From an optimization exercise on the open Yosys and OpenROAD flow, aimed at small area, a short achievable clock period and few clock cycles; shortcuts taken in it are not production practice.
RTL that was checked went through simulation tests only; none was proved equivalent to the original.
Only the layout flow was run in runs 4 to 6; the RTL was not checked for function there.
No activity file was given, so power comes from the tool's default toggle rates.

### flow/config.mk
export PLATFORM = sky130hd
export DESIGN_NAME = nibbler_enc
export DESIGN_NICKNAME = nibbler_enc
export VERILOG_FILES = /design/flow/design.v
export SDC_FILE = /design/flow/constraint.sdc
export NUM_CORES = 4
export LEC_CHECK = 0
export CAP_MARGIN = 20
export CORE_MARGIN = 2
export CORE_UTILIZATION = 40
export CTS_CLUSTER_DIAMETER = 60
export CTS_CLUSTER_SIZE = 40
export SETUP_SLACK_MARGIN = 2.9
export SLEW_MARGIN = 20
### flow/constraint.sdc
create_clock -name core_clock -period 5.0 [get_ports {clk}]
set_input_delay 1.0000 -clock core_clock [delete_from_list [all_inputs] [get_ports {clk}]]
set_output_delay 1.0000 -clock core_clock [all_outputs]
set_load 0.01 [all_outputs]
### flow/design.v
module nibbler_enc (
    input  wire        clk,
    input  wire        rst,         
    input  wire        start,
    input  wire [13:0] len,         
    output wire [12:0] in_addr,
    input  wire [7:0]  in_data,
    output reg         out_we,
    output reg  [13:0] out_addr,
    output reg  [7:0]  out_data,
    output wire        busy,
    output reg         done,
    output wire [13:0] written      
);
    reg        busy_r;     
    reg        s_lit;      
    reg        s_run;      
    reg        s_end;      
    reg        act;        
    reg [1:0]  kc;         
    reg        rq;         
    reg        rqk;        
    reg [13:0] ra;         
    reg [13:0] lim;        
    reg        zl;         
    reg        rok;        
    reg [2:0]  q;          
    reg [7:0]  r0, r1, r2;
    reg        e01, e12, e23;    
    reg        mv0;              
    reg        rsa;              
    reg        lead_ok;          
    reg        run_ok;           
    reg [13:0] c;          
    reg [1:0]  lph;        
    reg        fm1;        
    reg        f63;        
    reg [1:0]  lm;         
    reg        lead;       
    reg [1:0]  mark;
    reg [13:0] wp;         
    reg [13:0] ocur0;      
    reg        slot_v;
    reg [13:0] slot_pos;
    reg [3:0]  slot_hi;
    reg        pv;         
    reg [13:0] paddr;
    reg [7:0]  pdata;
    reg        eph;        
    assign busy    = busy_r;
    assign in_addr = ra[12:0];
    assign written = wp;
    wire [3:0] n0 = (lm == 2'd0) ? {1'b0, c[2:0]} :
                    (lm == 2'd1) ? {2'b10, c[5:4]} : {3'b110, c[12]};
    wire [3:0] n1 = (lm == 2'd1) ? c[3:0] : c[11:8];
    wire [3:0] n2 = c[7:4];
    wire [3:0] n3 = c[3:0];
    wire [1:0] nb = (lm == 2'd2) ? 2'd2 : (lm == 2'd1) ? 2'd1 : {1'b0, ~slot_v};
    wire ce         = ~rok & (q == 3'd5);             
    wire in_lit     = act & s_lit;
    wire in_run     = act & s_run;
    wire first_cyc  = lead & kc[1];                   
    wire lit_pre_ld = in_lit & ~lph[1];               
    wire lit_first  = in_lit & lph[1] & ~lph[0];      
    wire lead_hit   = lit_first & lead & lead_ok;
    wire lit_steady = in_lit & lph[1] & lph[0];
    wire lit_endc   = lit_steady & ce;
    wire lit_endr   = lit_steady & ~ce & rsa;
    wire lit_go     = lit_steady & ~ce & ~rsa;
    wire rs1        = lit_go & fm1 & (lm == 2'd0) & slot_v;
    wire rs2        = lit_go & f63 & lm[0];
    wire restart    = rs1 | rs2;
    wire litw       = (lit_first & ~lead_hit) | lit_go;
    wire run_go     = in_run & run_ok;
    wire run_end    = in_run & ~run_ok;
    wire fe         = lit_endc | lit_endr | run_end;   
    wire [13:0] wp1 = wp + 14'd1;
    wire [13:0] wp2 = {wp[13:1] + 13'd1, wp[0]};
    wire [13:0] op1 = ocur0 + 14'd1;
    wire [13:0] op2 = {ocur0[13:1] + 13'd1, ocur0[0]};
    wire [13:0] fo  = s_run ? wp : ocur0;
    wire [13:0] fo1 = s_run ? wp1 : op1;
    reg         w1v, w2v;
    reg  [13:0] w1a, w2a;
    reg  [7:0]  w1d, w2d;
    reg         ns_v;
    reg  [13:0] ns_pos;
    reg  [3:0]  ns_hi;
    always @* begin
        w1v = 1'b0; w2v = 1'b0;
        w1a = fo;   w2a = fo1;
        w1d = {n0, n1}; w2d = {n2, n3};
        ns_v = 1'b0; ns_pos = fo; ns_hi = n0;
        if (slot_v) begin
            w1v = 1'b1;
            w1a = slot_pos;
            w1d = {slot_hi, n0};
            if (lm == 2'd1) begin
                ns_v = 1'b1; ns_pos = fo; ns_hi = n1;
            end else if (lm == 2'd2) begin
                w2v = 1'b1; w2a = fo; w2d = {n1, n2};
                ns_v = 1'b1; ns_pos = fo1; ns_hi = n3;
            end
        end else begin
            if (lm == 2'd0) begin
                ns_v = 1'b1; ns_pos = fo; ns_hi = n0;
            end else begin
                w1v = 1'b1;
                w2v = (lm == 2'd2);
            end
        end
    end
    wire [13:0] bodylen = wp - 14'd2;
    wire in_eq = (in_data == r0);
    wire in_mv = (in_data == 8'h00) | (in_data == 8'hFF);
    wire rok_n = (ra < lim);
    always @(posedge clk) begin
        out_we   <= 1'b0;
        out_addr <= wp;
        out_data <= r2;
        done     <= 1'b0;
        rq       <= 1'b0;
        paddr    <= pv ? w1a : w2a;
        pdata    <= pv ? w1d : w2d;
        r0  <= in_data;
        r1  <= r0;
        r2  <= r1;
        e01 <= in_eq;
        e12 <= e01;
        e23 <= e12;
        mv0 <= in_mv;
        rsa     <= rok_n & in_eq & in_mv & e01 & e12;
        lead_ok <= rok_n & in_eq & in_mv & e01;
        run_ok  <= rok_n & in_eq;
        act <= (s_lit | s_run) & ~kc[1] & ~restart & ~lit_endc;
        kc  <= {kc[0], 1'b0};
        rok <= rok_n;
        ra  <= ra + 14'd1;
        if (act) begin
            q   <= rok ? 3'd0 : q + 3'd1;
            c   <= c + 14'd1;
            fm1 <= (c == 14'h3FFE);
            f63 <= (c == 14'd62);
            if (s_lit && lph != 2'd3) lph <= lph + 2'd1;
        end
        if (litw) begin
            out_we   <= 1'b1;
            wp       <= wp1;
        end else if (fe) begin
            if (pv) begin
                out_we   <= 1'b1;
                out_addr <= paddr;
                out_data <= pdata;
                pv       <= w1v;
            end else begin
                out_we   <= w1v;
                out_addr <= w1a;
                out_data <= w1d;
                pv       <= w2v;
            end
        end else if (pv) begin
            out_we   <= 1'b1;
            out_addr <= paddr;
            out_data <= pdata;
            pv       <= 1'b0;
        end
        if (fe) begin
            slot_v   <= ns_v;
            slot_pos <= ns_pos;
            slot_hi  <= ns_hi;
        end
        if (lit_pre_ld)
            wp <= nb[1] ? op2 : nb[0] ? op1 : ocur0;
        if (lit_first)
            lead <= 1'b0;
        if (first_cyc) begin
            lim <= (lim[13:1] == 13'd0) ? 14'd0 : lim - 14'd2;
            q   <= (lim == 14'd1) ? 3'd2 : (lim == 14'd2) ? 3'd1 : 3'd0;
            if (zl) begin
                s_lit <= 1'b0;
                s_end <= 1'b1;
            end
        end
        if (lead_hit) begin
            s_lit <= 1'b0;
            s_run <= 1'b1;
            c     <= 14'h3FFB;           
            fm1   <= 1'b0;
            f63   <= 1'b0;
            lm    <= 2'd0;
            mark  <= {1'b0, r0[0]};
            wp    <= ocur0;
        end
        if (lit_go & fm1 & (lm == 2'd0))
            lm <= 2'd1;
        if (restart) begin
            kc  <= 2'b11;
            rq  <= 1'b1;
            rqk <= rs1;
            if (rs2) lm <= 2'd2;
        end
        if (rq) begin
            ra  <= ra - (rqk ? 14'd13 : 14'd77);
            c   <= 14'h3FF5;             
            lph <= 2'd0;
            fm1 <= 1'b0;
            f63 <= 1'b0;
        end
        if (lit_endr) begin
            s_lit <= 1'b0;
            s_run <= 1'b1;
            c     <= 14'h3FFB;           
            fm1   <= 1'b0;
            f63   <= 1'b0;
            lm    <= 2'd0;
        end
        if (lit_endc) begin
            s_lit <= 1'b0;
            s_end <= 1'b1;
        end
        if (run_go) begin
            if (fm1) lm <= 2'd1;
            if (f63) lm <= 2'd2;
        end
        if (run_end) begin
            s_run <= 1'b0;
            s_lit <= 1'b1;
            c     <= 14'h3FF6;           
            lph   <= 2'd1;
            fm1   <= 1'b0;
            f63   <= 1'b0;
            lm    <= 2'd0;
            ocur0 <= nb[1] ? wp2 : nb[0] ? wp1 : wp;
        end
        if (s_end && !pv) begin
            if (slot_v) begin
                out_we   <= 1'b1;
                out_addr <= slot_pos;
                out_data <= {slot_hi, 4'd0};
                slot_v   <= 1'b0;
            end else if (!eph) begin
                out_we   <= 1'b1;
                out_addr <= 14'd0;
                out_data <= {mark, bodylen[13:8]};
                eph      <= 1'b1;
            end else begin
                out_we   <= 1'b1;
                out_addr <= 14'd1;
                out_data <= bodylen[7:0];
                done     <= 1'b1;
                s_end    <= 1'b0;
                busy_r   <= 1'b0;
            end
        end
        if (!busy && start) begin
            mark   <= 2'b10;
            slot_v <= 1'b0;
            pv     <= 1'b0;
            eph    <= 1'b0;
            ocur0  <= 14'd2;
            wp     <= 14'd2;
            ra     <= 14'd0;
            kc     <= 2'b10;
            c      <= 14'h3FF5;          
            lph    <= 2'd0;
            fm1    <= 1'b0;
            f63    <= 1'b0;
            lm     <= 2'd0;
            lead   <= 1'b1;
            lim    <= len;
            zl     <= (len == 14'd0);
            s_lit  <= 1'b1;
            busy_r <= 1'b1;
        end
        if (rst) begin
            s_lit  <= 1'b0;
            s_run  <= 1'b0;
            s_end  <= 1'b0;
            busy_r <= 1'b0;
            act    <= 1'b0;
            rq     <= 1'b0;
            out_we <= 1'b0;
            done   <= 1'b0;
        end
    end
endmodule
### flow/flow/run.sh
#!/bin/bash
# The standard layout (standard.sh), except that the input and output
# port buffers are plain buffers (buf_2) instead of the default delay-buffer
# cell, so the resizer can size them like the other buffers. Every port still
# gets its own buffer. make's full output goes to make.log here; ORFS keeps
# each step's own log under orfs/logs.
set -euo pipefail
bash standard.sh "BUFFER_PORTS_ARGS=-buffer_cell sky130_fd_sc_hd__buf_2" finish > make.log 2>&1
### flow/standard.sh
#!/bin/bash
# synth_recipe.tcl (not shown) runs the flow's synth.tcl, then flattens the netlist and writes it again
# the make line also repeats each setting of config.mk as NAME=value (left out here)
make -C /OpenROAD-flow-scripts/flow DESIGN_CONFIG=/design/flow/config.mk WORK_HOME=/design/flow/orfs CLKGATE_MAP_FILE= SYNTH_SCRIPT=/design/flow/synth_recipe.tcl "${@:-finish}"
==> results.json, run 1 <==
{
  "outcome": "no timing/DRC/antenna violations",
  "critPathMaxFanout": 12,
  "cts.clk_slew.worst_paths_ns": 0.08,
  "ant_nets": 0,
  "synth_top_cell_by_area": "dfxtp_1",
  "max_freq_mhz": 478.4,
  "fin_crit_sh_pct": 41.81,
  "tritoncts": "done",
  "pin_count": 77,
  "io_buffers": 76,
  "p_leak_nw": 4.912,
  "grt_usage_pct": 23.74,
  "ir_worst_vdd_v": 0.0002165,
  "synth-compound-area-share_pct": 20.53,
  "final_hold_viol_count": 0,
  "grt_pass1_wl_um": 52840,
  "synth_edf_count": 37,
  "final_util_pct": 47.40,
  "p_per_area_nw_per_um2": 270.6,
  "netlist.area_leader.share_pct": 28.29,
  "synth_fa_ha_area_share_pct": 4.606,
  "cts_buffer_depth": 2,
  "period_needed_ns": 2.090,
  "cts.sinks": 189,
  "rsz0062_at_grt": "true",
  "cp_num_buf_inv": 1,
  "muxShareOfSynthArea_pct": 2.722,
  "clock_skew_ns": 0.01545,
  "wl_um": 34290,
  "clkLatencyLatePin_ns": 0.45,
  "drtIter0Drc": 1044,
  "critPathArrivalTime_ns": 1.09,
  "finalSetupViolations": 0,
  "syn_inst": 1292,
  "dp_hpwl_um": 22700,
  "crit_path_end_kind": "primary output",
  "place.gp.congestion": 0.8775,
  "async_reset_ff_share_pct": 0,
  "dieHeight_um": 168.0,
  "worst-endpoint-required_ns": 4.00,
  "crit_chain": "buf_2",
  "n_fill_cell": 2605,
  "syn_nets": 1356,
  "relSlewSlack_pct": 54.59,
  "path_delay_family": "flip-flops",
  "syn_area_um2": 10760,
  "synth-xor-area-share_pct": 7.653,
  "floorplan.core_area_um2": 26650,
  "die-area_um2": 28220,
  "ys_types": 74,
  "tns_ns": 0,
  "insertedDiodeCount": 0,
  "initial_utilization_pct": 40.37,
  "crit_type": "reg2out",
  "row_count": 60,
  "drv_slew": 0,
  "yosys.cell_count.top_type": "dfxtp_1",
  "hold_path_class": "reg2reg",
  "area_growth_pct": 17.42,
  "yosys_warnings": 1,
  "synth_top_family_by_area": "compound AO/OA/AOI/OAI gates",
  "drive_above_1_share_pct": 20.77,
  "post-place-ws_ns": 2.201,
  "synth_common_cells": "dfxtp_1 (152), nand2_1 (144), nor2_1 (107), a21oi_1 (99), o21ai_0 (86)",
  "synth-main-ff-cell": "dfxtp_1",
  "dr.pass1.iters": 8,
  "critical_path.slowest_cell": "dfxtp_4",
  "hold_buffers": 0,
  "worst_path_largest_cell_delay_ns": 0.48,
  "wl_per_cell_um": 20.24,
  "total_power_mw": 3.418,
  "synth-seq-cells": 189,
  "grt_antenna_before_repair": 0,
  "dieWidth_um": 168.0,
  "avgSynthCellArea_um2": 8.326,
  "viasPerCell": 5.898,
  "grt_max_degree": 57,
  "synthTopCellsByArea": "dfxtp_1 (28%), edfxtp_1 (10%), nand2_1 (5.0%), xnor2_1 (4.8%), a21oi_1 (4.6%)",
  "synth-simple-area-share_pct": 20.05,
  "holdWs_ns": 0.3306,
  "cts_root_buf": "clkbuf_16",
  "numCtsBuffers": 17,
  "fin_ws_ns": 2.910,
  "vias": 9992,
  "grt.overflow.total": 0,
  "seq_area_frac_synth_pct": 38.61,
  "htreeDepth": 4,
  "critPathLaunchType": "flip-flop",
  "grt_pass1_vias": 9384,
  "finalNetCount": 1404,
  "drc_errors": 0,
  "worst_pin_slew_ns": 0.6811,
  "maxCapViolCount": 0
}
[state kept, by name, indices dropped and copies added (netlist names), 14 cells and up]
| signal | cells |
|---|---|
| out_addr | 14 |
| slot_pos | 14 |
| paddr | 14 |
| lim | 14 |
| ocur0 | 14 |
| ra | 14 |
| wp | 14 |
| c | 14 |
[routing by layer]
metal / global-route usage (%) / wire length [um]
met5: 0 / 0
met4: 10.89 / 1387
met3: 3.644 / 2320
met2: 38.81 / 16010
met1: 30.99 / 14580
[metrics by stage]
stage,instances,cell area (um2)
final,1694,12630
after global placement,1614,11190
after floorplan,1292,10770
after detailed placement,1614,11190
after CTS,1677,12300
after global routing,1694,12630
[final cells by class]
| type | instances | area [um2] | area share (%) |
|---|---|---|---|
| clock buffer | 20 | 457.9 | 3.625 |
| sequential | 189 | 4227 | 33.46 |
| timing repair buffer | 137 | 907.1 | 7.181 |
| clock inverter | 12 | 121.4 | 0.9608 |
| multi-input combinational | 957 | 6331 | 50.12 |
| inverter | 38 | 161.4 | 1.278 |
| tap | 341 | 426.7 | 3.378 |
[final timing paths]
kind              start  slack, ns         end  depth (start not counted)
hold reg to reg   r1[0]       0.33       r2[0]                          0
setup reg to reg  lm[0]       2.92  slot_hi[0]                          5
setup / recovery  wp[8]       2.91  written[8]                          1
hold / removal    r1[0]       0.33       r2[0]                          0
[placed cells by master, fill, tap and decap left out, types with 32 or more instances in the layout]
master | Yosys | routed
nand2_1 | 144 | 139
dfxtp_1 | 152 | 126
nor2_1 | 107 | 102
a21oi_1 | 99 | 95
o21ai_0 | 86 | 77
buf_2 | 15 | 76
xnor2_1 | 59 | 58
buf_4 | 14 | 50
edfxtp_1 | 37 | 37
xor2_1 | 35 | 35
nand3_1 | 35 | 32
[power breakdown]
group / internal [mW] / total [mW] / switching, mW
sequential: 1.62 / 1.69 / 0.0727
combinational: 0.148 / 0.355 / 0.207
clock: 0.692 / 1.37 / 0.682
total: 2.46 / 3.42 / 0.962
[worst reg2reg max path, stage by stage (launching register included)]
cell	delay (ns)
dfxtp_2	0.42
inv_1	0.13
ha_4	0.26
o21ai_0	0.54
nand2b_1	0.17
mux2_2	0.31
[cell families after synthesis]
family,Yosys count
compound gates,349
xor+xnor,94
fa+ha+maj,39
buf+inv,147
flops,189
mux,28
simple gates,446
[timing repair]
item	CTS	global route
setup endpoints to repair	158	70
pin swaps	8	9
setup buffers	31	16
cloned	0	1
gates resized for setup	94	56
Testbench counts, summed over its fixed seeds: cycles 457,115.
==> inputs of run 2 (changes only) <==
--- a/flow/config.mk
+++ b/flow/config.mk
@@ -7,8 +7,6 @@
 export LEC_CHECK = 0
 export CAP_MARGIN = 20
 export CORE_MARGIN = 2
-export CORE_UTILIZATION = 40
-export CTS_CLUSTER_DIAMETER = 60
-export CTS_CLUSTER_SIZE = 40
+export CORE_UTILIZATION = 50
 export SETUP_SLACK_MARGIN = 2.9
 export SLEW_MARGIN = 20
==> run 2 against run 1 <==
Compared with the run above: final cell count decreased by 3.1%; synthesized cell count unchanged; global-route usage increased by 5.9 points; combinational power decreased by 3%; clock power about the same; clock skew increased by 0.012 ns; utilization increased by 12 points; first-iteration DRC count decreased by 15%; count of clock-buffer cells in the layout decreased by 2; synthesized area unchanged; critical path type unchanged; still clean; critical endpoint is now written[0]; critical path depth unchanged.
==> results.json, run 2 <==
{
  "outcome": "no timing/DRC/antenna violations",
  "rrSetupSlack_ns": 2.95,
  "combPwrFrac_pct": 10.2,
  "drtIter0Drc": 886,
  "synth-xor-area-share_pct": 7.653,
  "synth_common_cells": "dfxtp_1 (152), nand2_1 (144), nor2_1 (107), a21oi_1 (99), o21ai_0 (86)",
  "crit_chain": "buf_2",
  "r2r-start": "q[0]",
  "synth_top_family_by_area": "compound AO/OA/AOI/OAI gates",
  "worst_path_largest_cell_delay_ns": 0.46,
  "period_needed_ns": 2.063,
  "tritoncts": "done",
  "dp_hpwl_um": 22410,
  "synth-simple-area-share_pct": 20.05,
  "dieHeight_um": 150.7,
  "initial_utilization_pct": 51.01,
  "critPathMaxFanout": 12,
  "synth-main-ff-cell": "dfxtp_1",
  "grt_max_degree": 57,
  "yosys_warnings": 1,
  "dieWidth_um": 150.7,
  "switching_share_pct": 28.21,
  "htreeDepth": 4,
  "synth_fa_ha_area_share_pct": 4.606,
  "ys_types": 74,
  "grt_antenna_before_repair": 0,
  "cts.sinks": 189,
  "drive_above_1_share_pct": 21.16,
  "power.share.clock_pct": 40.2,
  "syn_nets": 1356,
  "fin_crit_sh_pct": 41.27,
  "critPathLaunchType": "flip-flop",
  "power_switching_mw": 0.9619,
  "wl_um": 33680,
  "wl_per_cell_um": 20.53,
  "pin_count": 77,
  "rsz0062_at_grt": "true",
  "relSlewSlack_pct": 59.11,
  "ant_nets": 0,
  "clock_skew_ns": 0.02746,
  "path_delay_family": "flip-flops",
  "io_buffers": 76,
  "syn_area_um2": 10760,
  "avgSynthCellArea_um2": 8.326,
  "clkLatencyLatePin_ns": 0.45,
  "grt_pass1_vias": 9169,
  "cts.clk_slew.worst_paths_ns": 0.08,
  "numCtsBuffers": 17,
  "max_freq_mhz": 484.6,
  "hold_buffers": 0,
  "finalSetupViolations": 0,
  "maxCapViolCount": 0,
  "grt.overflow.total": 0,
  "die-area_um2": 22700,
  "critical_path.slowest_cell": "dfxtp_4",
  "hp-start": "r1[4]",
  "tns_ns": 0,
  "crit_path_end_kind": "primary output",
  "syn_inst": 1292,
  "cts_buffer_depth": 2,
  "vias": 10020,
  "synthTopCellsByArea": "dfxtp_1 (28%), edfxtp_1 (10%), nand2_1 (5.0%), xnor2_1 (4.8%), a21oi_1 (4.6%)",
  "synth-seq-cells": 189,
  "worst_pin_slew_ns": 0.6125,
  "crit_type": "reg2out",
  "place.gp.congestion": 0.8811,
  "p_leak_nw": 4.992,
  "whs_endpoint": "r2[4]",
  "cp_num_buf_inv": 1,
  "synth-compound-area-share_pct": 20.53,
  "drc_errors": 0,
  "cts_root_buf": "clkbuf_16",
  "r2r-end": "out_data[6]",
  "p_per_area_nw_per_um2": 270.7,
  "dr.pass1.iters": 8,
  "floorplan.core_area_um2": 21090,
  "async_reset_ff_share_pct": 0,
  "hold_path_class": "reg2reg",
  "critPathArrivalTime_ns": 1.06,
  "insertedDiodeCount": 0,
  "grt_usage_pct": 29.59,
  "seq_area_frac_synth_pct": 38.61,
  "grt_pass1_wl_um": 51740,
  "worst-endpoint-required_ns": 4.00,
  "ir_worst_vdd_v": 0.0002124,
  "area_growth_pct": 17.11,
  "p_seq_share_pct": 49.6,
  "hold_depth": 0,
  "final_cell_mix": "nand2_1 (138), dfxtp_1 (126), nor2_1 (102)",
  "viasPerCell": 6.104,
  "yosys.cell_count.top_type": "dfxtp_1",
  "total_power_mw": 3.410,
  "muxShareOfSynthArea_pct": 2.722,
  "synth_top_cell_by_area": "dfxtp_1",
  "row_count": 53,
  "p_int_mw": 2.448,
  "drv_slew": 0,
  "worstRegToRegCells": 8,
  "final_hold_viol_count": 0,
  "netlist.area_leader.share_pct": 28.29,
  "synth_edf_count": 37,
  "finalNetCount": 1417,
  "final_common_cell": "nand2_1"
}
-- run 2: cell types whose count changed in the layout (fill, tap and decap cells not counted), sizes merged --
cell      before  now
buf          136  151
and2          14   13
clkbuf        21   18
inv           42   40
clkinv         7   10
clkinvlp       1    2
-- run 2: timing repair --
action,CTS,global route
gates resized for setup,85,54
pin swaps,7,15
endpoints found under the setup margin,158,71
buffers inserted,29,29
-- run 2: how the worst max path moves through the flow --
| stage | start | endpoint | cells past startpoint |
|---|---|---|---|
| 6_report | wp[0] | written[0] | 1 |
| 5_1_grt | q[0] | out_data[7] | 8 |
| 4_1_cts | lm[1] | out_data[6] | 7 |
| 3_5_place_dp | lm[1] | slot_pos[13] | 8 |
| 3_3_place_gp | s_run | out_addr[0] | 7 |
| 2_1_floorplan | lm[0] | slot_pos[13] | 9 |
-- run 2: metal layers --
| metal | part of all wire [%] | up-vias | global-route usage [%] | wire [um] |
|---|---|---|---|---|
| li1 | - | 4759 | - | - |
| met1 | 43 | 4740 | 39.36 | 14450 |
| met2 | 47 | 423 | 47.93 | 15810 |
| met3 | 6.1 | 95 | 4.455 | 2038 |
| met4 | 4.1 | 0 | 12.66 | 1387 |
| met5 | 0 | - | 0 | 0 |
-- run 2: final cells by class --
type	instances	area, um2
Clock buffer	18	439.2
Clock inverter	14	152.6
Fill cell	1912	8489
Inverter	38	162.7
Multi-Input combinational cell	956	6269
Sequential cell	189	4217
Tap cell	275	344.1
Timing Repair Buffer	151	1015
-- run 2: power by group through the flow --
stage | logic (mW) | registers (mW) | clock network [mW]
after floorplan | 0.237 | 1.70 | 0
after global placement | 0.311 | 1.73 | 0
after detailed placement | 0.314 | 1.73 | 0
after CTS | 0.330 | 1.69 | 1.38
after global routing | 0.389 | 1.70 | 1.44
final | 0.346 | 1.69 | 1.37
-- run 2: kinds of logic after synthesis --
kind of cell	Yosys count
AO/OA/AOI/OAI	349
XOR/XNOR	94
adder cells (fa/ha/maj)	39
buffers and inverters	147
flip-flops	189
multiplexers	28
AND/OR/NAND/NOR	446
-- run 2: stage by stage --
| step | utilization, % | std cells | cell area (um2) | setup slack [ns] | hold WS (ns) |
|---|---|---|---|---|---|
| final | 59.74 | 1641 | 12600 | 2.937 | 0.3283 |
| after global routing | 59.74 | 1641 | 12600 | 2.845 | 0.3392 |
| after CTS | 57.93 | 1612 | 12220 | 2.893 | 0.3288 |
| after detailed placement | 52.80 | 1551 | 11130 | 2.107 | 0.3121 |
| after global placement | 52.80 | 1551 | 11130 | 2.158 | 0.3115 |
| after floorplan | - | 1292 | 10770 | 2.921 | 0.3096 |
==> inputs of run 3 (changes only) <==
==> flow/flow/run.sh (replaced) <==
#!/bin/bash
# The standard layout (standard.sh), except that the input and output
# port buffers are plain buffers (buf_2) instead of the default delay-buffer
# cell, and the resizer may swap a cell for one of another footprint. Every
# port still gets its own buffer. make's full output goes to make.log here;
# ORFS keeps each step's own log under orfs/logs.
set -euo pipefail
bash standard.sh "BUFFER_PORTS_ARGS=-buffer_cell sky130_fd_sc_hd__buf_2" MATCH_CELL_FOOTPRINT=0 finish > make.log 2>&1
--- a/flow/config.mk
+++ b/flow/config.mk
@@ -7,6 +7,6 @@
 export LEC_CHECK = 0
 export CAP_MARGIN = 20
 export CORE_MARGIN = 2
-export CORE_UTILIZATION = 50
-export SETUP_SLACK_MARGIN = 2.9
+export CORE_UTILIZATION = 40
+export SETUP_SLACK_MARGIN = 2.8
 export SLEW_MARGIN = 20
==> run 3 against run 2 <==
Compared with the run above: still clean; non-clock buffer count decreased by 31; clock power about the same; synthesized cell count unchanged; combinational power decreased by 4%; worst setup slack got worse by 0.12 ns; via count decreased by 1.4%; sequential power about the same; routed wire length decreased by 1.2%; critical path depth increased by 7; die area increased by 24%; utilization decreased by 14 points; largest cell class unchanged; highest routed layer unchanged.
==> results.json, run 3 <==
{
  "vias": 9872,
  "p_int_mw": 2.455,
  "critPathArrivalTime_ns": 2.49,
  "relSlewSlack_pct": 54.13,
  "switching_share_pct": 28.35,
  "htreeDepth": 4,
  "drv_slew": 0,
  "syn_area_um2": 10760,
  "cts_root_buf": "clkbuf_16",
  "seq_area_frac_synth_pct": 38.61,
  "tritoncts": "done",
  "wl_um": 33290,
  "drc_errors": 0,
  "cts.sinks": 189,
  "syn_nets": 1356,
  "final_hold_viol_count": 0,
  "dieHeight_um": 168.0,
  "worst_pin_slew_ns": 0.6881,
  "syn_inst": 1292,
  "worst-endpoint-required_ns": 5.30,
  "final_cell_mix": "nand2_1 (141), dfxtp_1 (133), nor2_1 (105)",
  "grt_usage_pct": 23.32,
  "combPwrFrac_pct": 9.7,
  "netlist.area_leader.share_pct": 28.29,
  "grt_pass1_wl_um": 52100,
  "maxCapViolCount": 0,
  "clkLatencyLatePin_ns": 0.45,
  "synth_edf_count": 37,
  "power_switching_mw": 0.9714,
  "drive_above_1_share_pct": 17.37,
  "row_count": 60,
  "p_leak_nw": 4.824,
  "tns_ns": 0,
  "synth-main-ff-cell": "dfxtp_1",
  "final_common_cell": "nand2_1",
  "crit_path_end_kind": "flip-flop",
  "max_freq_mhz": 457.9,
  "yosys_warnings": 1,
  "die-area_um2": 28220,
  "cts_buffer_depth": 2,
  "p_seq_share_pct": 49.5,
  "critPathLaunchType": "flip-flop",
  "dp_hpwl_um": 22770,
  "grt_pass1_vias": 9222,
  "wl_per_cell_um": 19.85,
  "clock_skew_ns": 0.01577,
  "hold_path_class": "reg2reg",
  "grt_max_degree": 57,
  "numCtsBuffers": 17,
  "critPathMaxFanout": 16,
  "avgSynthCellArea_um2": 8.326,
  "insertedDiodeCount": 0,
  "grt.overflow.total": 0,
  "crit_type": "reg2reg",
  "rsz0062_at_grt": "true",
  "synth_top_cell_by_area": "dfxtp_1",
  "ant_nets": 0,
  "post-place-ws_ns": 2.218,
  "yosys.cell_count.top_type": "dfxtp_1",
  "stdcell_area_um2": 12320,
  "drtIter0Drc": 953,
  "synth_common_cells": "dfxtp_1 (152), nand2_1 (144), nor2_1 (107), a21oi_1 (99), o21ai_0 (86)",
  "ir_worst_vdd_v": 0.0002142,
  "cts.clk_slew.worst_paths_ns": 0.09,
  "place_area_um2": 11220,
  "period_needed_ns": 2.184,
  "area_growth_pct": 14.51,
  "p_per_area_nw_per_um2": 278.1,
  "synthTopCellsByArea": "dfxtp_1 (28%), edfxtp_1 (10%), nand2_1 (5.0%), xnor2_1 (4.8%), a21oi_1 (4.6%)",
  "floorplan.core_area_um2": 26650,
  "initial_utilization_pct": 40.37,
  "finalSetupViolations": 0,
  "ys_types": 74,
  "viasPerCell": 5.887,
  "grt_antenna_before_repair": 0,
  "async_reset_ff_share_pct": 0,
  "outcome": "no timing/DRC/antenna violations",
  "place.gp.congestion": 0.8976,
  "io_buffers": 76,
  "hold_buffers": 0,
  "pin_count": 77,
  "fin_crit_sh_pct": 43.67,
  "dr.pass1.iters": 5,
  "dieWidth_um": 168.0,
  "fin_ws_ns": 2.816,
  "finalNetCount": 1387,
  "power.share.clock_pct": 40.8,
  "synth-seq-cells": 189
}
## run 3: changes by cell type in the layout (fill, tap and decap cells not counted), moves of 3 or more
cell     delta
nor2_1      +3
dfxtp_1     +7
buf_4      -26
nand2_2     -3
nor2_2      -4
nor4_2      +3
nand2_1     +3
dfxtp_2     -5
inv_1       +4
## run 3: cell type report
class / instances / area (um2)
fillers: 2591 / 14330
multi-input cells: 956 / 6180
flip-flops and latches: 189 / 4203
repair buffers: 120 / 749.5
clock buffers: 18 / 450.4
well taps: 341 / 426.7
inverters: 38 / 155.1
clock inverters: 14 / 150.1
repair inverters: 1 / 5.005
## run 3: cell families (layout without fill, tap and decap cells)
family | after synthesis | count (layout) | synth area share (%)
buffers and inverters | 147 | 191 | 5.827
DFF | 189 | 189 | 38.61
and+or+nand+nor | 446 | 446 | 20.05
muxes | 28 | 28 | 2.722
adders and majority gates | 39 | 39 | 4.606
xor gates and xnor gates | 94 | 94 | 7.653
AOI/OAI and AO/OA | 349 | 349 | 20.53
## run 3: what timing repair did
action | 4_1_cts | 5_1_grt
resized for setup | 56 | 31
endpoints found under the setup margin | 146 | 65
gates cloned | 1 | 0
pin swaps | 4 | 5
buffers inserted | 12 | 15
## run 3: worst paths after layout
| path | from | end | slack (ns) | depth (start not counted) |
|---|---|---|---|---|
| min | r1[0] | r2[0] | 0.33 | 0 |
| max reg2reg | q[0] | out_data[4] | 2.82 | 8 |
| max | q[0] | out_data[4] | 2.82 | 8 |
| min reg2reg | r1[0] | r2[0] | 0.33 | 0 |
## run 3: stage by stage
step / power [mW] / std cells / utilization [%] / hold slack [ns]
floorplan: 1.937 / 1292 / - / 0.3096
global placement: 2.048 / 1616 / 42.06 / 0.3122
detailed placement: 2.052 / 1617 / 42.11 / 0.3135
CTS: 3.440 / 1662 / 45.33 / 0.3294
global route: 3.553 / 1677 / 46.23 / 0.3449
finish: 3.427 / 1677 / 46.23 / 0.3316
## run 3: power by group through the flow
stage / clock (mW) / combinational [mW] / sequential [mW]
6_report: 1.40 / 0.332 / 1.70
2_1_floorplan: 0 / 0.237 / 1.70
5_1_grt: 1.48 / 0.370 / 1.71
3_5_place_dp: 0 / 0.318 / 1.73
4_1_cts: 1.42 / 0.324 / 1.70
3_3_place_gp: 0 / 0.315 / 1.73
## run 3: critical path: stages (launching register included)
cell,delay [ns]
edfxtp_1,0.42
ha_1,0.23
and3b_2,0.25
o21ai_2,0.26
a21oi_1,0.11
buf_4,0.22
a221o_1,0.32
a21oi_1,0.13
a31oi_1,0.08
## run 3: metal layers
metal / up-vias / track usage (%) / part of all wire [%]
li1: 4703 / - / -
met1: 4681 / 31.33 / 43
met2: 417 / 38.05 / 48
met3: 71 / 3.761 / 6.2
met4: 0 / 8.204 / 2.7
met5: - / 0 / 0
==> inputs of run 4 (changes only) <==
--- a/flow/design.v
+++ b/flow/design.v
@@ -22,7 +22,6 @@
     reg        rqk;        
     reg [13:0] ra;         
     reg [13:0] lim;        
-    reg        zl;         
     reg        rok;        
     reg [2:0]  q;          
     reg [7:0]  r0, r1, r2;
@@ -59,7 +58,6 @@
     wire ce         = ~rok & (q == 3'd5);             
     wire in_lit     = act & s_lit;
     wire in_run     = act & s_run;
-    wire first_cyc  = lead & kc[1];                   
     wire lit_pre_ld = in_lit & ~lph[1];               
     wire lit_first  = in_lit & lph[1] & ~lph[0];      
     wire lead_hit   = lit_first & lead & lead_ok;
@@ -173,14 +171,6 @@
             wp <= nb[1] ? op2 : nb[0] ? op1 : ocur0;
         if (lit_first)
             lead <= 1'b0;
-        if (first_cyc) begin
-            lim <= (lim[13:1] == 13'd0) ? 14'd0 : lim - 14'd2;
-            q   <= (lim == 14'd1) ? 3'd2 : (lim == 14'd2) ? 3'd1 : 3'd0;
-            if (zl) begin
-                s_lit <= 1'b0;
-                s_end <= 1'b1;
-            end
-        end
         if (lead_hit) begin
             s_lit <= 1'b0;
             s_run <= 1'b1;
@@ -267,9 +257,10 @@
             f63    <= 1'b0;
             lm     <= 2'd0;
             lead   <= 1'b1;
-            lim    <= len;
-            zl     <= (len == 14'd0);
-            s_lit  <= 1'b1;
+            lim    <= (len[13:1] == 13'd0) ? 14'd0 : len - 14'd2;
+            q      <= (len == 14'd1) ? 3'd2 : (len == 14'd2) ? 3'd1 : 3'd0;
+            s_lit  <= (len != 14'd0);
+            s_end  <= (len == 14'd0);
             busy_r <= 1'b1;
         end
         if (rst) begin
==> flow/flow/run.sh (replaced) <==
#!/bin/bash
# The standard layout (standard.sh), except that the input and output
# port buffers are plain buffers (buf_2) instead of the default delay-buffer
# cell, so the resizer can size them like the other buffers. Every port still
# gets its own buffer. make's full output goes to make.log here; ORFS keeps
# each step's own log under orfs/logs.
set -euo pipefail
bash standard.sh "BUFFER_PORTS_ARGS=-buffer_cell sky130_fd_sc_hd__buf_2" finish > make.log 2>&1
==> run 4 against run 3 <==
Compared with the run above: final cell count shrank 0.42%; routed wire length shrank 2.5%; global-route usage shrank 0.57 points.
==> results.json, run 4 <==
{
  "outcome": "no timing/DRC/antenna violations",
  "syn_inst": 1274,
  "fin_crit_sh_pct": 44.54,
  "p_leak_nw": 4.752,
  "wl_per_cell_um": 19.43,
  "critPathLaunchType": "flip-flop",
  "grt_pass1_vias": 9213,
  "grt.overflow.total": 0,
  "drive_above_1_share_pct": 20.90,
  "final_common_cell": "nor2_1",
  "critPathArrivalTime_ns": 1.23,
  "ys_types": 80,
  "synth_top_cell_by_area": "dfxtp_1",
  "cts_buffer_depth": 2,
  "synth-seq-cells": 188,
  "synth_common_cells": "dfxtp_1 (152), nor2_1 (141), nand2_1 (116), a21oi_1 (109), o21ai_0 (72)",
  "dieWidth_um": 167.2,
  "crit_path_end_kind": "primary output",
  "drc_errors": 0,
  "grt_usage_pct": 22.75,
  "hold_path_class": "reg2reg",
  "yosys.cell_count.top_type": "dfxtp_1",
  "finalNetCount": 1386,
  "async_reset_ff_share_pct": 0,
  "vias": 9783,
  "total_power_mw": 3.225,
  "max_freq_mhz": 449.0,
  "viasPerCell": 5.858,
  "clkLatencyLatePin_ns": 0.45,
  "path_delay_family": "flip-flops",
  "r2r-start": "wp[3]",
  "worst_path_largest_cell_delay_ns": 0.57,
  "holdWs_ns": 0.3318,
  "tns_ns": 0,
  "cts.clk_slew.worst_paths_ns": 0.08,
  "worst-endpoint-required_ns": 4.00,
  "crit_type": "reg2out",
  "cp-startpoint": "wp[3]",
  "worst_pin_slew_ns": 0.6661,
  "dr.pass1.iters": 16,
  "yosys_warnings": 1,
  "place.gp.congestion": 0.9101,
  "p_per_area_nw_per_um2": 256.3,
  "initial_utilization_pct": 40.75,
  "io_buffers": 76,
  "finalSetupViolations": 0,
  "cts_root_buf": "clkbuf_16",
  "syn_area_um2": 10650,
  "wl_um": 32450,
  "maxCapViolCount": 0,
  "die-area_um2": 27950,
  "period_needed_ns": 2.227,
  "final_hold_viol_count": 0,
  "grt_pass1_wl_um": 50750,
  "synth-main-ff-cell": "dfxtp_1",
  "synth_edf_count": 36,
  "clock_skew_ns": 0.01140,
  "syn_nets": 1338,
  "dp.cells": 1596,
  "drv_slew": 0,
  "cts.sinks": 188,
  "grt_antenna_before_repair": 0,
  "finalNonFillerCells": 1670,
  "critical_path.slowest_cell": "dfxtp_2",
  "hp-start": "r1[1]",
  "insertedDiodeCount": 0,
  "htreeDepth": 4,
  "synthTopCellsByArea": "dfxtp_1 (29%), edfxtp_1 (10%), xnor2_1 (5.5%), a21oi_1 (5.1%), nor2_1 (5.0%)",
  "dieHeight_um": 167.2,
  "dp_hpwl_um": 22220,
  "grt_max_degree": 57,
  "floorplan.core_area_um2": 26130,
  "netlist.area_leader.share_pct": 28.57,
  "row_count": 59,
  "seq_area_frac_synth_pct": 38.72,
  "area_growth_pct": 18.14,
  "critPathMaxFanout": 12,
  "cp_num_buf_inv": 1,
  "pin_count": 77,
  "final_cell_mix": "nor2_1 (138), dfxtp_1 (127), nand2_1 (113)",
  "ant_nets": 0,
  "tritoncts": "done",
  "crit_chain": "buf_2",
  "avgSynthCellArea_um2": 8.360,
  "ir_worst_vdd_v": 0.0002059,
  "rsz0062_at_grt": "true",
  "drtIter0Drc": 895,
  "relSlewSlack_pct": 55.59,
  "numCtsBuffers": 17
}
-- run 4: changes by cell type in the layout (fill, tap and decap cells not counted), sizes merged, moves of 12 or more --
cell / before / now
inv: 41 / 53
nand2: 144 / 116
o211ai: 22 / 3
o22ai: 9 / 23
nor2: 107 / 143
a22oi: 23 / 1
o21ai: 87 / 73
-- run 4: repair_timing --
item                                    4_1_cts  5_1_grt
cloned                                        2        1
setup buffers                                15       24
endpoints found under the setup margin      139       70
gates resized for setup                      79       40
hold buffers                                  0        0
pin swaps                                    10        9
-- run 4: cell type report --
class                   count  area, um2
fillers                  2534      13550
multi-input cells         936       6267
flip-flops and latches    188       4175
repair buffers            130      898.4
clock buffers              17      425.4
well taps                 335      419.2
inverters                  49      206.4
clock inverters            15      190.2
-- run 4: path summary, 6_finish.rpt --
kind / endpoint / slack [ns] / cells after the start
max: written[3] / 2.77 / 1
min: r2[1] / 0.33 / 0
max reg2reg: wp[13] / 2.78 / 6
min reg2reg: r2[1] / 0.33 / 0
-- run 4: cell families (layout without fill, tap and decap cells) --
family          Yosys count  after routing  share of synthesized area [%]
flops                   188            188                          38.72
compound gates          327            327                          19.37
buf+inv                 152            211                          6.332
fa+ha+maj                39             39                          4.652
simple gates            435            437                          19.34
mux                      37             37                          3.689
xor+xnor                 96             96                          7.895
-- run 4: power breakdown --
part / internal (mW) / leakage, nW / total [mW] / switching (mW)
Combinational: 0.0762 / 2.86 / 0.183 / 0.107
Sequential: 1.58 / 1.59 / 1.62 / 0.0404
Clock: 0.688 / 0.298 / 1.42 / 0.736
Total: 2.34 / 4.75 / 3.22 / 0.883
-- run 4: per-layer routing --
| metal | GRT usage [%] | wire (um) |
|---|---|---|
| met1 | 29.07 | 13620 |
| met2 | 38.41 | 15570 |
| met3 | 4.183 | 2289 |
| met4 | 8.469 | 975 |
| met5 | 0 | 0 |
-- run 4: stage by stage --
step | util, % | area (um2) | worst slack, ns
6_report | 48.15 | 12580 | 2.773
5_1_grt | 48.15 | 12580 | 2.694
4_1_cts | 46.63 | 12190 | 2.781
3_5_place_dp | 42.55 | 11120 | 1.881
3_3_place_gp | 42.51 | 11110 | 1.947
2_1_floorplan | - | 10710 | 2.587
==> inputs of run 5 (changes only) <==
--- a/flow/design.v
+++ b/flow/design.v
@@ -13,6 +13,7 @@
     output wire [13:0] written      
 );
     reg        busy_r;     
+    reg        go;         
     reg        s_lit;      
     reg        s_run;      
     reg        s_end;      
@@ -22,11 +23,11 @@
     reg        rqk;        
     reg [13:0] ra;         
     reg [13:0] lim;        
+    reg        zl;         
     reg        rok;        
     reg [2:0]  q;          
     reg [7:0]  r0, r1, r2;
     reg        e01, e12, e23;    
-    reg        mv0;              
     reg        rsa;              
     reg        lead_ok;          
     reg        run_ok;           
@@ -39,6 +40,8 @@
     reg [1:0]  mark;
     reg [13:0] wp;         
     reg [13:0] ocur0;      
+    reg [1:0]  onb;        
+    reg [1:0]  room;       
     reg        slot_v;
     reg [13:0] slot_pos;
     reg [3:0]  slot_hi;
@@ -55,9 +58,9 @@
     wire [3:0] n2 = c[7:4];
     wire [3:0] n3 = c[3:0];
     wire [1:0] nb = (lm == 2'd2) ? 2'd2 : (lm == 2'd1) ? 2'd1 : {1'b0, ~slot_v};
-    wire ce         = ~rok & (q == 3'd5);             
     wire in_lit     = act & s_lit;
     wire in_run     = act & s_run;
+    wire ce         = ~rok & (q == 3'd5);             
     wire lit_pre_ld = in_lit & ~lph[1];               
     wire lit_first  = in_lit & lph[1] & ~lph[0];      
     wire lead_hit   = lit_first & lead & lead_ok;
@@ -73,9 +76,7 @@
     wire run_end    = in_run & ~run_ok;
     wire fe         = lit_endc | lit_endr | run_end;   
     wire [13:0] wp1 = wp + 14'd1;
-    wire [13:0] wp2 = {wp[13:1] + 13'd1, wp[0]};
     wire [13:0] op1 = ocur0 + 14'd1;
-    wire [13:0] op2 = {ocur0[13:1] + 13'd1, ocur0[0]};
     wire [13:0] fo  = s_run ? wp : ocur0;
     wire [13:0] fo1 = s_run ? wp1 : op1;
     reg         w1v, w2v;
@@ -118,6 +119,7 @@
         out_data <= r2;
         done     <= 1'b0;
         rq       <= 1'b0;
+        go       <= 1'b0;
         paddr    <= pv ? w1a : w2a;
         pdata    <= pv ? w1d : w2d;
         r0  <= in_data;
@@ -126,7 +128,6 @@
         e01 <= in_eq;
         e12 <= e01;
         e23 <= e12;
-        mv0 <= in_mv;
         rsa     <= rok_n & in_eq & in_mv & e01 & e12;
         lead_ok <= rok_n & in_eq & in_mv & e01;
         run_ok  <= rok_n & in_eq;
@@ -162,13 +163,17 @@
             out_data <= pdata;
             pv       <= 1'b0;
         end
+        room <= run_end ? nb + {1'b0, ~ns_v} : onb + nb;
         if (fe) begin
             slot_v   <= ns_v;
             slot_pos <= ns_pos;
             slot_hi  <= ns_hi;
         end
-        if (lit_pre_ld)
-            wp <= nb[1] ? op2 : nb[0] ? op1 : ocur0;
+        if (lit_pre_ld) begin
+            wp    <= ocur0 + {12'd0, room};
+            ocur0 <= ocur0 + {12'd0, onb};
+            onb   <= 2'd0;
+        end
         if (lit_first)
             lead <= 1'b0;
         if (lead_hit) begin
@@ -220,7 +225,8 @@
             fm1   <= 1'b0;
             f63   <= 1'b0;
             lm    <= 2'd0;
-            ocur0 <= nb[1] ? wp2 : nb[0] ? wp1 : wp;
+            ocur0 <= wp;
+            onb   <= nb;
         end
         if (s_end && !pv) begin
             if (slot_v) begin
@@ -242,12 +248,21 @@
                 busy_r   <= 1'b0;
             end
         end
-        if (!busy && start) begin
+        if (!busy_r) begin
+            lim <= len;
+            zl  <= (len == 14'd0);
+            if (start) begin
+                busy_r <= 1'b1;
+                go     <= 1'b1;
+            end
+        end
+        if (go) begin
             mark   <= 2'b10;
             slot_v <= 1'b0;
             pv     <= 1'b0;
             eph    <= 1'b0;
             ocur0  <= 14'd2;
+            onb    <= 2'd0;
             wp     <= 14'd2;
             ra     <= 14'd0;
             kc     <= 2'b10;
@@ -257,17 +272,17 @@
             f63    <= 1'b0;
             lm     <= 2'd0;
             lead   <= 1'b1;
-            lim    <= (len[13:1] == 13'd0) ? 14'd0 : len - 14'd2;
-            q      <= (len == 14'd1) ? 3'd2 : (len == 14'd2) ? 3'd1 : 3'd0;
-            s_lit  <= (len != 14'd0);
-            s_end  <= (len == 14'd0);
-            busy_r <= 1'b1;
+            lim    <= (lim[13:1] == 13'd0) ? 14'd0 : lim - 14'd2;
+            q      <= (lim == 14'd1) ? 3'd2 : (lim == 14'd2) ? 3'd1 : 3'd0;
+            s_lit  <= ~zl;
+            s_end  <= zl;
         end
         if (rst) begin
+            busy_r <= 1'b0;
+            go     <= 1'b0;
             s_lit  <= 1'b0;
             s_run  <= 1'b0;
             s_end  <= 1'b0;
-            busy_r <= 1'b0;
             act    <= 1'b0;
             rq     <= 1'b0;
             out_we <= 1'b0;
--- a/flow/config.mk
+++ b/flow/config.mk
@@ -8,5 +8,5 @@
 export CAP_MARGIN = 20
 export CORE_MARGIN = 2
 export CORE_UTILIZATION = 40
-export SETUP_SLACK_MARGIN = 2.8
+export SETUP_SLACK_MARGIN = 2.5
 export SLEW_MARGIN = 20
==> run 5 against run 4 <==
Compared with the run above: register-to-register slack worse by 0.16 ns; critical endpoint is now written[11]; clock skew up 0.0047 ns; worst setup slack worse by 0.21 ns; highest routed layer unchanged; fmax down 8.7%; largest cell class unchanged; non-clock buffer count down 34; critical path type unchanged; synthesized area up 4.4%.
==> results.json, run 5 <==
{
  "outcome": "no timing/DRC/antenna violations",
  "tritoncts": "done",
  "clock_skew_ns": 0.01608,
  "yosys.cell_count.top_type": "dfxtp_1",
  "syn_inst": 1339,
  "rsz0062_at_grt": "false",
  "synth_top_cell_by_area": "dfxtp_1",
  "initial_utilization_pct": 40.36,
  "drc_errors": 0,
  "grt_antenna_before_repair": 0,
  "final_hold_viol_count": 0,
  "holdWs_ns": 0.3293,
  "grt_pass1_wl_um": 50020,
  "critical_path.slowest_cell": "dfxtp_1",
  "async_reset_ff_share_pct": 0,
  "fin_crit_sh_pct": 48.77,
  "dr.pass1.iters": 6,
  "synth-main-ff-cell": "dfxtp_1",
  "synth-simple-area-share_pct": 20.14,
  "synth-compound-area-share_pct": 20.51,
  "critPathLaunchType": "flip-flop",
  "syn_nets": 1409,
  "ant_nets": 0,
  "cts.sinks": 194,
  "maxCapViolCount": 0,
  "synth_edf_count": 37,
  "final_cell_mix": "nor2_1 (149), dfxtp_1 (144), nand2_1 (116)",
  "grt.overflow.total": 0,
  "max_freq_mhz": 410.1,
  "synth-xor-area-share_pct": 7.009,
  "final_util_pct": 44.68,
  "finalNetCount": 1416,
  "dp_hpwl_um": 22370,
  "avgSynthCellArea_um2": 8.305,
  "period_needed_ns": 2.438,
  "cts_buffer_depth": 2,
  "critPathMaxFanout": 13,
  "yosys_warnings": 1,
  "vias": 9845,
  "place_area_um2": 11580,
  "grt_usage_pct": 21.69,
  "dieHeight_um": 170.7,
  "htreeDepth": 4,
  "total_power_mw": 3.544,
  "stdcell_area_um2": 12310,
  "pin_count": 77,
  "cp_num_buf_inv": 1,
  "p_per_area_nw_per_um2": 287.9,
  "tns_ns": 0,
  "insertedDiodeCount": 0,
  "ys_types": 74,
  "muxShareOfSynthArea_pct": 2.599,
  "viasPerCell": 5.668,
  "netlist.area_leader.share_pct": 28.26,
  "wl_um": 31250,
  "grt_pass1_vias": 9183,
  "drtIter0Drc": 905,
  "crit_type": "reg2out",
  "worst-endpoint-required_ns": 4.00,
  "synth_fa_ha_area_share_pct": 5.266,
  "synthTopCellsByArea": "dfxtp_1 (28%), edfxtp_1 (10%), nor2_1 (5.1%), ha_1 (4.7%), a21oi_1 (4.7%)",
  "worst_path_largest_cell_delay_ns": 0.75,
  "synth-seq-cells": 194,
  "syn_area_um2": 11120,
  "post-place-ws_ns": 2.154,
  "clkLatencyLatePin_ns": 0.45,
  "place.gp.congestion": 0.9019,
  "die-area_um2": 29150,
  "relSlewSlack_pct": 55.51,
  "synth_top_family_by_area": "compound AO/OA/AOI/OAI gates",
  "fin_ws_ns": 2.562,
  "floorplan.core_area_um2": 27550,
  "path_delay_family": "flip-flops",
  "seq_area_frac_synth_pct": 38.25,
  "critPathArrivalTime_ns": 1.44,
  "synth_common_cells": "dfxtp_1 (157), nor2_1 (150), nand2_1 (117), a21oi_1 (104), o21ai_0 (89)",
  "crit_chain": "buf_2",
  "dieWidth_um": 170.7,
  "drive_above_1_share_pct": 13.17,
  "area_growth_pct": 10.69,
  "wl_per_cell_um": 17.99,
  "ir_worst_vdd_v": 0.0001963,
  "grt_max_degree": 62,
  "row_count": 61,
  "numCtsBuffers": 17,
  "drv_slew": 0,
  "worst_pin_slew_ns": 0.6664,
  "p_leak_nw": 4.807,
  "finalSetupViolations": 0,
  "dp.cells": 1700,
  "hold_path_class": "reg2reg",
  "cts.clk_slew.worst_paths_ns": 0.08,
  "cts_root_buf": "clkbuf_16",
  "finalNonFillerCells": 1737,
  "hold_buffers": 0,
  "crit_path_end_kind": "primary output",
  "final_common_cell": "nor2_1",
  "io_buffers": 76
}
run 5: changes by cell type in the layout (fill, tap and decap cells not counted), moves of 11 or more:
| cell | previous run | this run |
|---|---|---|
| buf_4 | 43 | 19 |
| dfxtp_1 | 127 | 144 |
| mux2_2 | 18 | 7 |
| nor2_1 | 138 | 149 |
| o211ai_1 | 3 | 15 |
| o21ai_0 | 69 | 89 |
| o22ai_1 | 20 | 5 |
| o2bb2ai_1 | 2 | 13 |
| xnor2_1 | 67 | 53 |
run 5: cells by family (layout without fill, tap and decap cells):
group | count (synthesis) | in the layout
muxes | 28 | 28
xor gates and xnor gates | 89 | 89
and+or+nand+nor | 469 | 469
DFF | 194 | 194
adders and majority gates | 45 | 45
AOI/OAI and AO/OA | 360 | 360
buffers and inverters | 154 | 174
run 5: layout make-up:
cell class	instances	area [um2]
clock inverters	14	155.1
repair buffers	96	550.5
multi-input cells	991	6240
well taps	378	473.0
flip-flops and latches	194	4275
clock buffers	18	439.2
fillers	2744	15240
inverters	46	176.4
run 5: report_power, final:
part / internal (mW) / switching [mW] / leakage [nW]
registers: 1.67 / 0.101 / 1.64
logic: 0.165 / 0.223 / 2.87
clock network: 0.685 / 0.697 / 0.292
total: 2.52 / 1.02 / 4.81
run 5: layer usage:
metal  vias up  GRT usage, %  wire length [um]
met4         0         6.169               588
li1       4797             -                 -
met2       362         33.34             13540
met5         -             0                 0
met3        48         3.308              2193
met1      4638         31.45             14920
run 5: path summary, 6_finish.rpt:
path               start     endpoint  slack [ns]  cells past startpoint
setup / recovery  wp[11]  written[11]        2.56                      1
hold / removal     r1[0]        r2[0]        0.33                      0
hold reg to reg    r1[0]        r2[0]        0.33                      0
setup reg to reg   lm[0]     paddr[9]        2.62                      7
run 5: what timing repair did:
item / 4_1_cts / 5_1_grt
pin swaps: 1 / 0
buffers inserted: 3 / 2
endpoints found under the setup margin: 62 / 43
endpoints found under the hold margin: 0 / 0
gates resized for setup: 9 / 18
run 5: worst reg2reg max path, cell delays in order, from the launching register on:
cell	delay [ns]
dfxtp_1	0.44
ha_1	0.50
inv_1	0.22
and3_2	0.42
nor3_1	0.28
xnor2_1	0.16
a22o_1	0.17
a21oi_1	0.05
==> inputs of run 6 (changes only) <==
--- a/flow/config.mk
+++ b/flow/config.mk
@@ -8,5 +8,5 @@
 export CAP_MARGIN = 20
 export CORE_MARGIN = 2
 export CORE_UTILIZATION = 40
-export SETUP_SLACK_MARGIN = 2.5
+export SETUP_SLACK_MARGIN = 2.8
 export SLEW_MARGIN = 20
==> run 6 against run 5 <==
Compared with the run above: worst setup slack better by 0.25 ns; clock power is essentially flat; still clean; register-to-register slack gained 0.19 ns; synthesized area is the same; non-clock buffer count increased by 20; sequential share of layout area fell by 0.92 points; final cell count grew 1.2%; largest cell class unchanged; critical path type is now reg2reg.
==> results.json, run 6 <==
{
  "synth-main-ff-cell": "dfxtp_1",
  "final_cell_mix": "nor2_1 (147), dfxtp_1 (127), nand2_1 (113)",
  "maxCapViolCount": 0,
  "clkLatencyLatePin_ns": 0.44,
  "wl_um": 32210,
  "tritoncts": "done",
  "wl_per_cell_um": 18.32,
  "period_needed_ns": 2.189,
  "drtIter0Drc": 944,
  "critPathLaunchType": "flip-flop",
  "synthTopCellsByArea": "dfxtp_1 (28%), edfxtp_1 (10%), nor2_1 (5.1%), ha_1 (4.7%), a21oi_1 (4.7%)",
  "relSlewSlack_pct": 50.92,
  "netlist.area_leader.share_pct": 28.26,
  "finalSetupViolations": 0,
  "p_leak_nw": 4.969,
  "grt_max_degree": 64,
  "row_count": 61,
  "worst_pin_slew_ns": 0.7362,
  "drive_above_1_share_pct": 18.04,
  "htreeDepth": 4,
  "syn_nets": 1409,
  "cts.clk_slew.worst_paths_ns": 0.08,
  "insertedDiodeCount": 0,
  "async_reset_ff_share_pct": 0,
  "critPathMaxFanout": 9,
  "grt.overflow.total": 0,
  "hold_buffers": 0,
  "vias": 10020,
  "grt_antenna_before_repair": 0,
  "synth-seq-cells": 194,
  "seq_area_frac_synth_pct": 38.25,
  "cts_buffer_depth": 2,
  "drv_slew": 0,
  "final_hold_viol_count": 0,
  "synth_common_cells": "dfxtp_1 (157), nor2_1 (150), nand2_1 (117), a21oi_1 (104), o21ai_0 (89)",
  "initial_utilization_pct": 40.36,
  "syn_inst": 1339,
  "yosys.cell_count.top_type": "dfxtp_1",
  "drc_errors": 0,
  "synth_top_cell_by_area": "dfxtp_1",
  "die-area_um2": 29150,
  "outcome": "no timing/DRC/antenna violations",
  "crit_type": "reg2reg",
  "multi_input_area_um2": 6471,
  "grt_pass1_wl_um": 50170,
  "rsz0062_at_grt": "true",
  "dieWidth_um": 170.7,
  "max_freq_mhz": 456.8,
  "tns_ns": 0,
  "numCtsBuffers": 17,
  "pin_count": 77,
  "area_growth_pct": 15.00,
  "viasPerCell": 5.702,
  "hold_path_class": "reg2reg",
  "avgSynthCellArea_um2": 8.305,
  "place_area_um2": 11580,
  "dp_hpwl_um": 22300,
  "critPathArrivalTime_ns": 2.38,
  "stdcell_area_um2": 12790,
  "cts_root_buf": "clkbuf_16",
  "yosys_warnings": 1,
  "total_power_mw": 3.561,
  "worst-endpoint-required_ns": 5.19,
  "dieHeight_um": 170.7,
  "io_buffers": 76,
  "final_common_cell": "nor2_1",
  "ys_types": 74,
  "finalNetCount": 1437,
  "clock_skew_ns": 0.01146,
  "seq_area_um2": 4324,
  "dr.pass1.iters": 5,
  "fin_crit_sh_pct": 43.79,
  "cts.sinks": 194,
  "ant_nets": 0,
  "grt_usage_pct": 21.88,
  "p_per_area_nw_per_um2": 278.4,
  "floorplan.core_area_um2": 27550,
  "syn_area_um2": 11120,
  "grt_pass1_vias": 8975,
  "place.gp.congestion": 0.8954,
  "n_fill_cell": 2664,
  "ir_worst_vdd_v": 0.0001641,
  "synth_edf_count": 37,
  "crit_path_end_kind": "flip-flop",
  "holdWs_ns": 0.3307
}
run 6: layout make-up:
type                    count  area share (%)
clock buffers              19           3.463
clock inverters            13           1.106
inverters                  46           1.380
multi-input cells         992           50.60
flip-flops and latches    194           33.81
well taps                 378           3.698
repair buffers            116           5.939
run 6: worst max-delay path, stage by stage, from the launching register on:
cell,delay (ns)
dfxtp_2,0.51
ha_1,0.24
nand3_1,0.17
nor2_2,0.26
and4_1,0.24
xnor2_1,0.17
a22o_1,0.26
a21oi_1,0.09
run 6: through the flow:
stage,worst slack [ns],utilization (%),std cells
floorplan,2.826,-,1339
global placement,2.186,42.03,1701
detailed placement,2.097,42.05,1701
CTS,2.640,44.96,1741
global route,2.684,46.41,1758
finish,2.811,46.41,1758
run 6: path summary, 6_finish.rpt:
| check | from | to | slack, ns | cells past startpoint |
|---|---|---|---|---|
| worst max-delay path | wp[1] | slot_pos[10] | 2.81 | 7 |
| worst min-delay path | r1[2] | r2[2] | 0.33 | 0 |
| worst max register to register | wp[1] | slot_pos[10] | 2.81 | 7 |
| worst min register to register | r1[2] | r2[2] | 0.33 | 0 |
run 6: per-layer routing:
metal  global-route usage, %  vias up  share of wire (%)
li1                        -     4851                  -
met1                   32.24     4734                 47
met2                   33.32      398                 44
met5                       0        -                  0
met3                   2.868       41                7.0
met4                   6.280        0                1.7
run 6: cell families (layout without fill, tap and decap cells):
| group | Yosys count | after routing | synth area share, % |
|---|---|---|---|
| compound gates | 360 | 360 | 20.51 |
| xor+xnor | 89 | 89 | 7.009 |
| fa+ha+maj | 45 | 45 | 5.266 |
| buf+inv | 154 | 194 | 6.222 |
| flops | 194 | 194 | 38.25 |
| mux | 28 | 28 | 2.599 |
| simple gates | 469 | 470 | 20.14 |
run 6: power by group:
| group | internal (mW) | switching [mW] |
|---|---|---|
| logic | 0.175 | 0.233 |
| registers | 1.67 | 0.104 |
| clock network | 0.681 | 0.698 |
run 6: repair_timing:
action / CTS / global route
cloned: 1 / 1
gates resized for setup: 55 / 64
endpoints found under the setup margin: 142 / 66
buffers inserted: 7 / 16
pin swaps: 2 / 11

-- separate check: timing with driven ports --
No port has a modelled driver above. Below, the same layouts with a new extraction and two added sets of constraints. Step 1: set_driving_cell puts a clkbuf_16 on clk and a buf_2 on each other input, an assumption about the parent block. Step 2, shift: input delay + t, output delay - t, t = (earliest + latest rising clock arrival at the registers) / 2. This alone moves slack from input paths to output paths. a / b / c = ideal ports / drivers / drivers and shift; a / b = the first two.
| run | t (ns) | setup WS [ns] | worst setup path after step 2 | worst register clock-pin slew, ns |
|---|---|---|---|---|
| run 1 | 0.491 | 2.910 / 2.862 / 2.559 | input to register | 0.09 / 0.09 |
| run 2 | 0.486 | 2.937 / 2.886 / 2.578 | input to register | 0.08 / 0.08 |
| run 3 | 0.490 | 2.816 / 2.779 / 2.527 | input to register | 0.09 / 0.09 |
| run 4 | 0.492 | 2.773 / 2.725 / 2.430 | input to register | 0.09 / 0.09 |
| run 5 | 0.487 | 2.562 / 2.514 / 2.538 | input to register | 0.09 / 0.09 |
| run 6 | 0.485 | 2.811 / 2.782 / 2.535 | input to register | 0.08 / 0.08 |
After both steps every run listed still meets setup and hold. The setup slack of run 2, which loses most, moves by -0.051 ns with the drivers and by -0.359 ns with both steps.
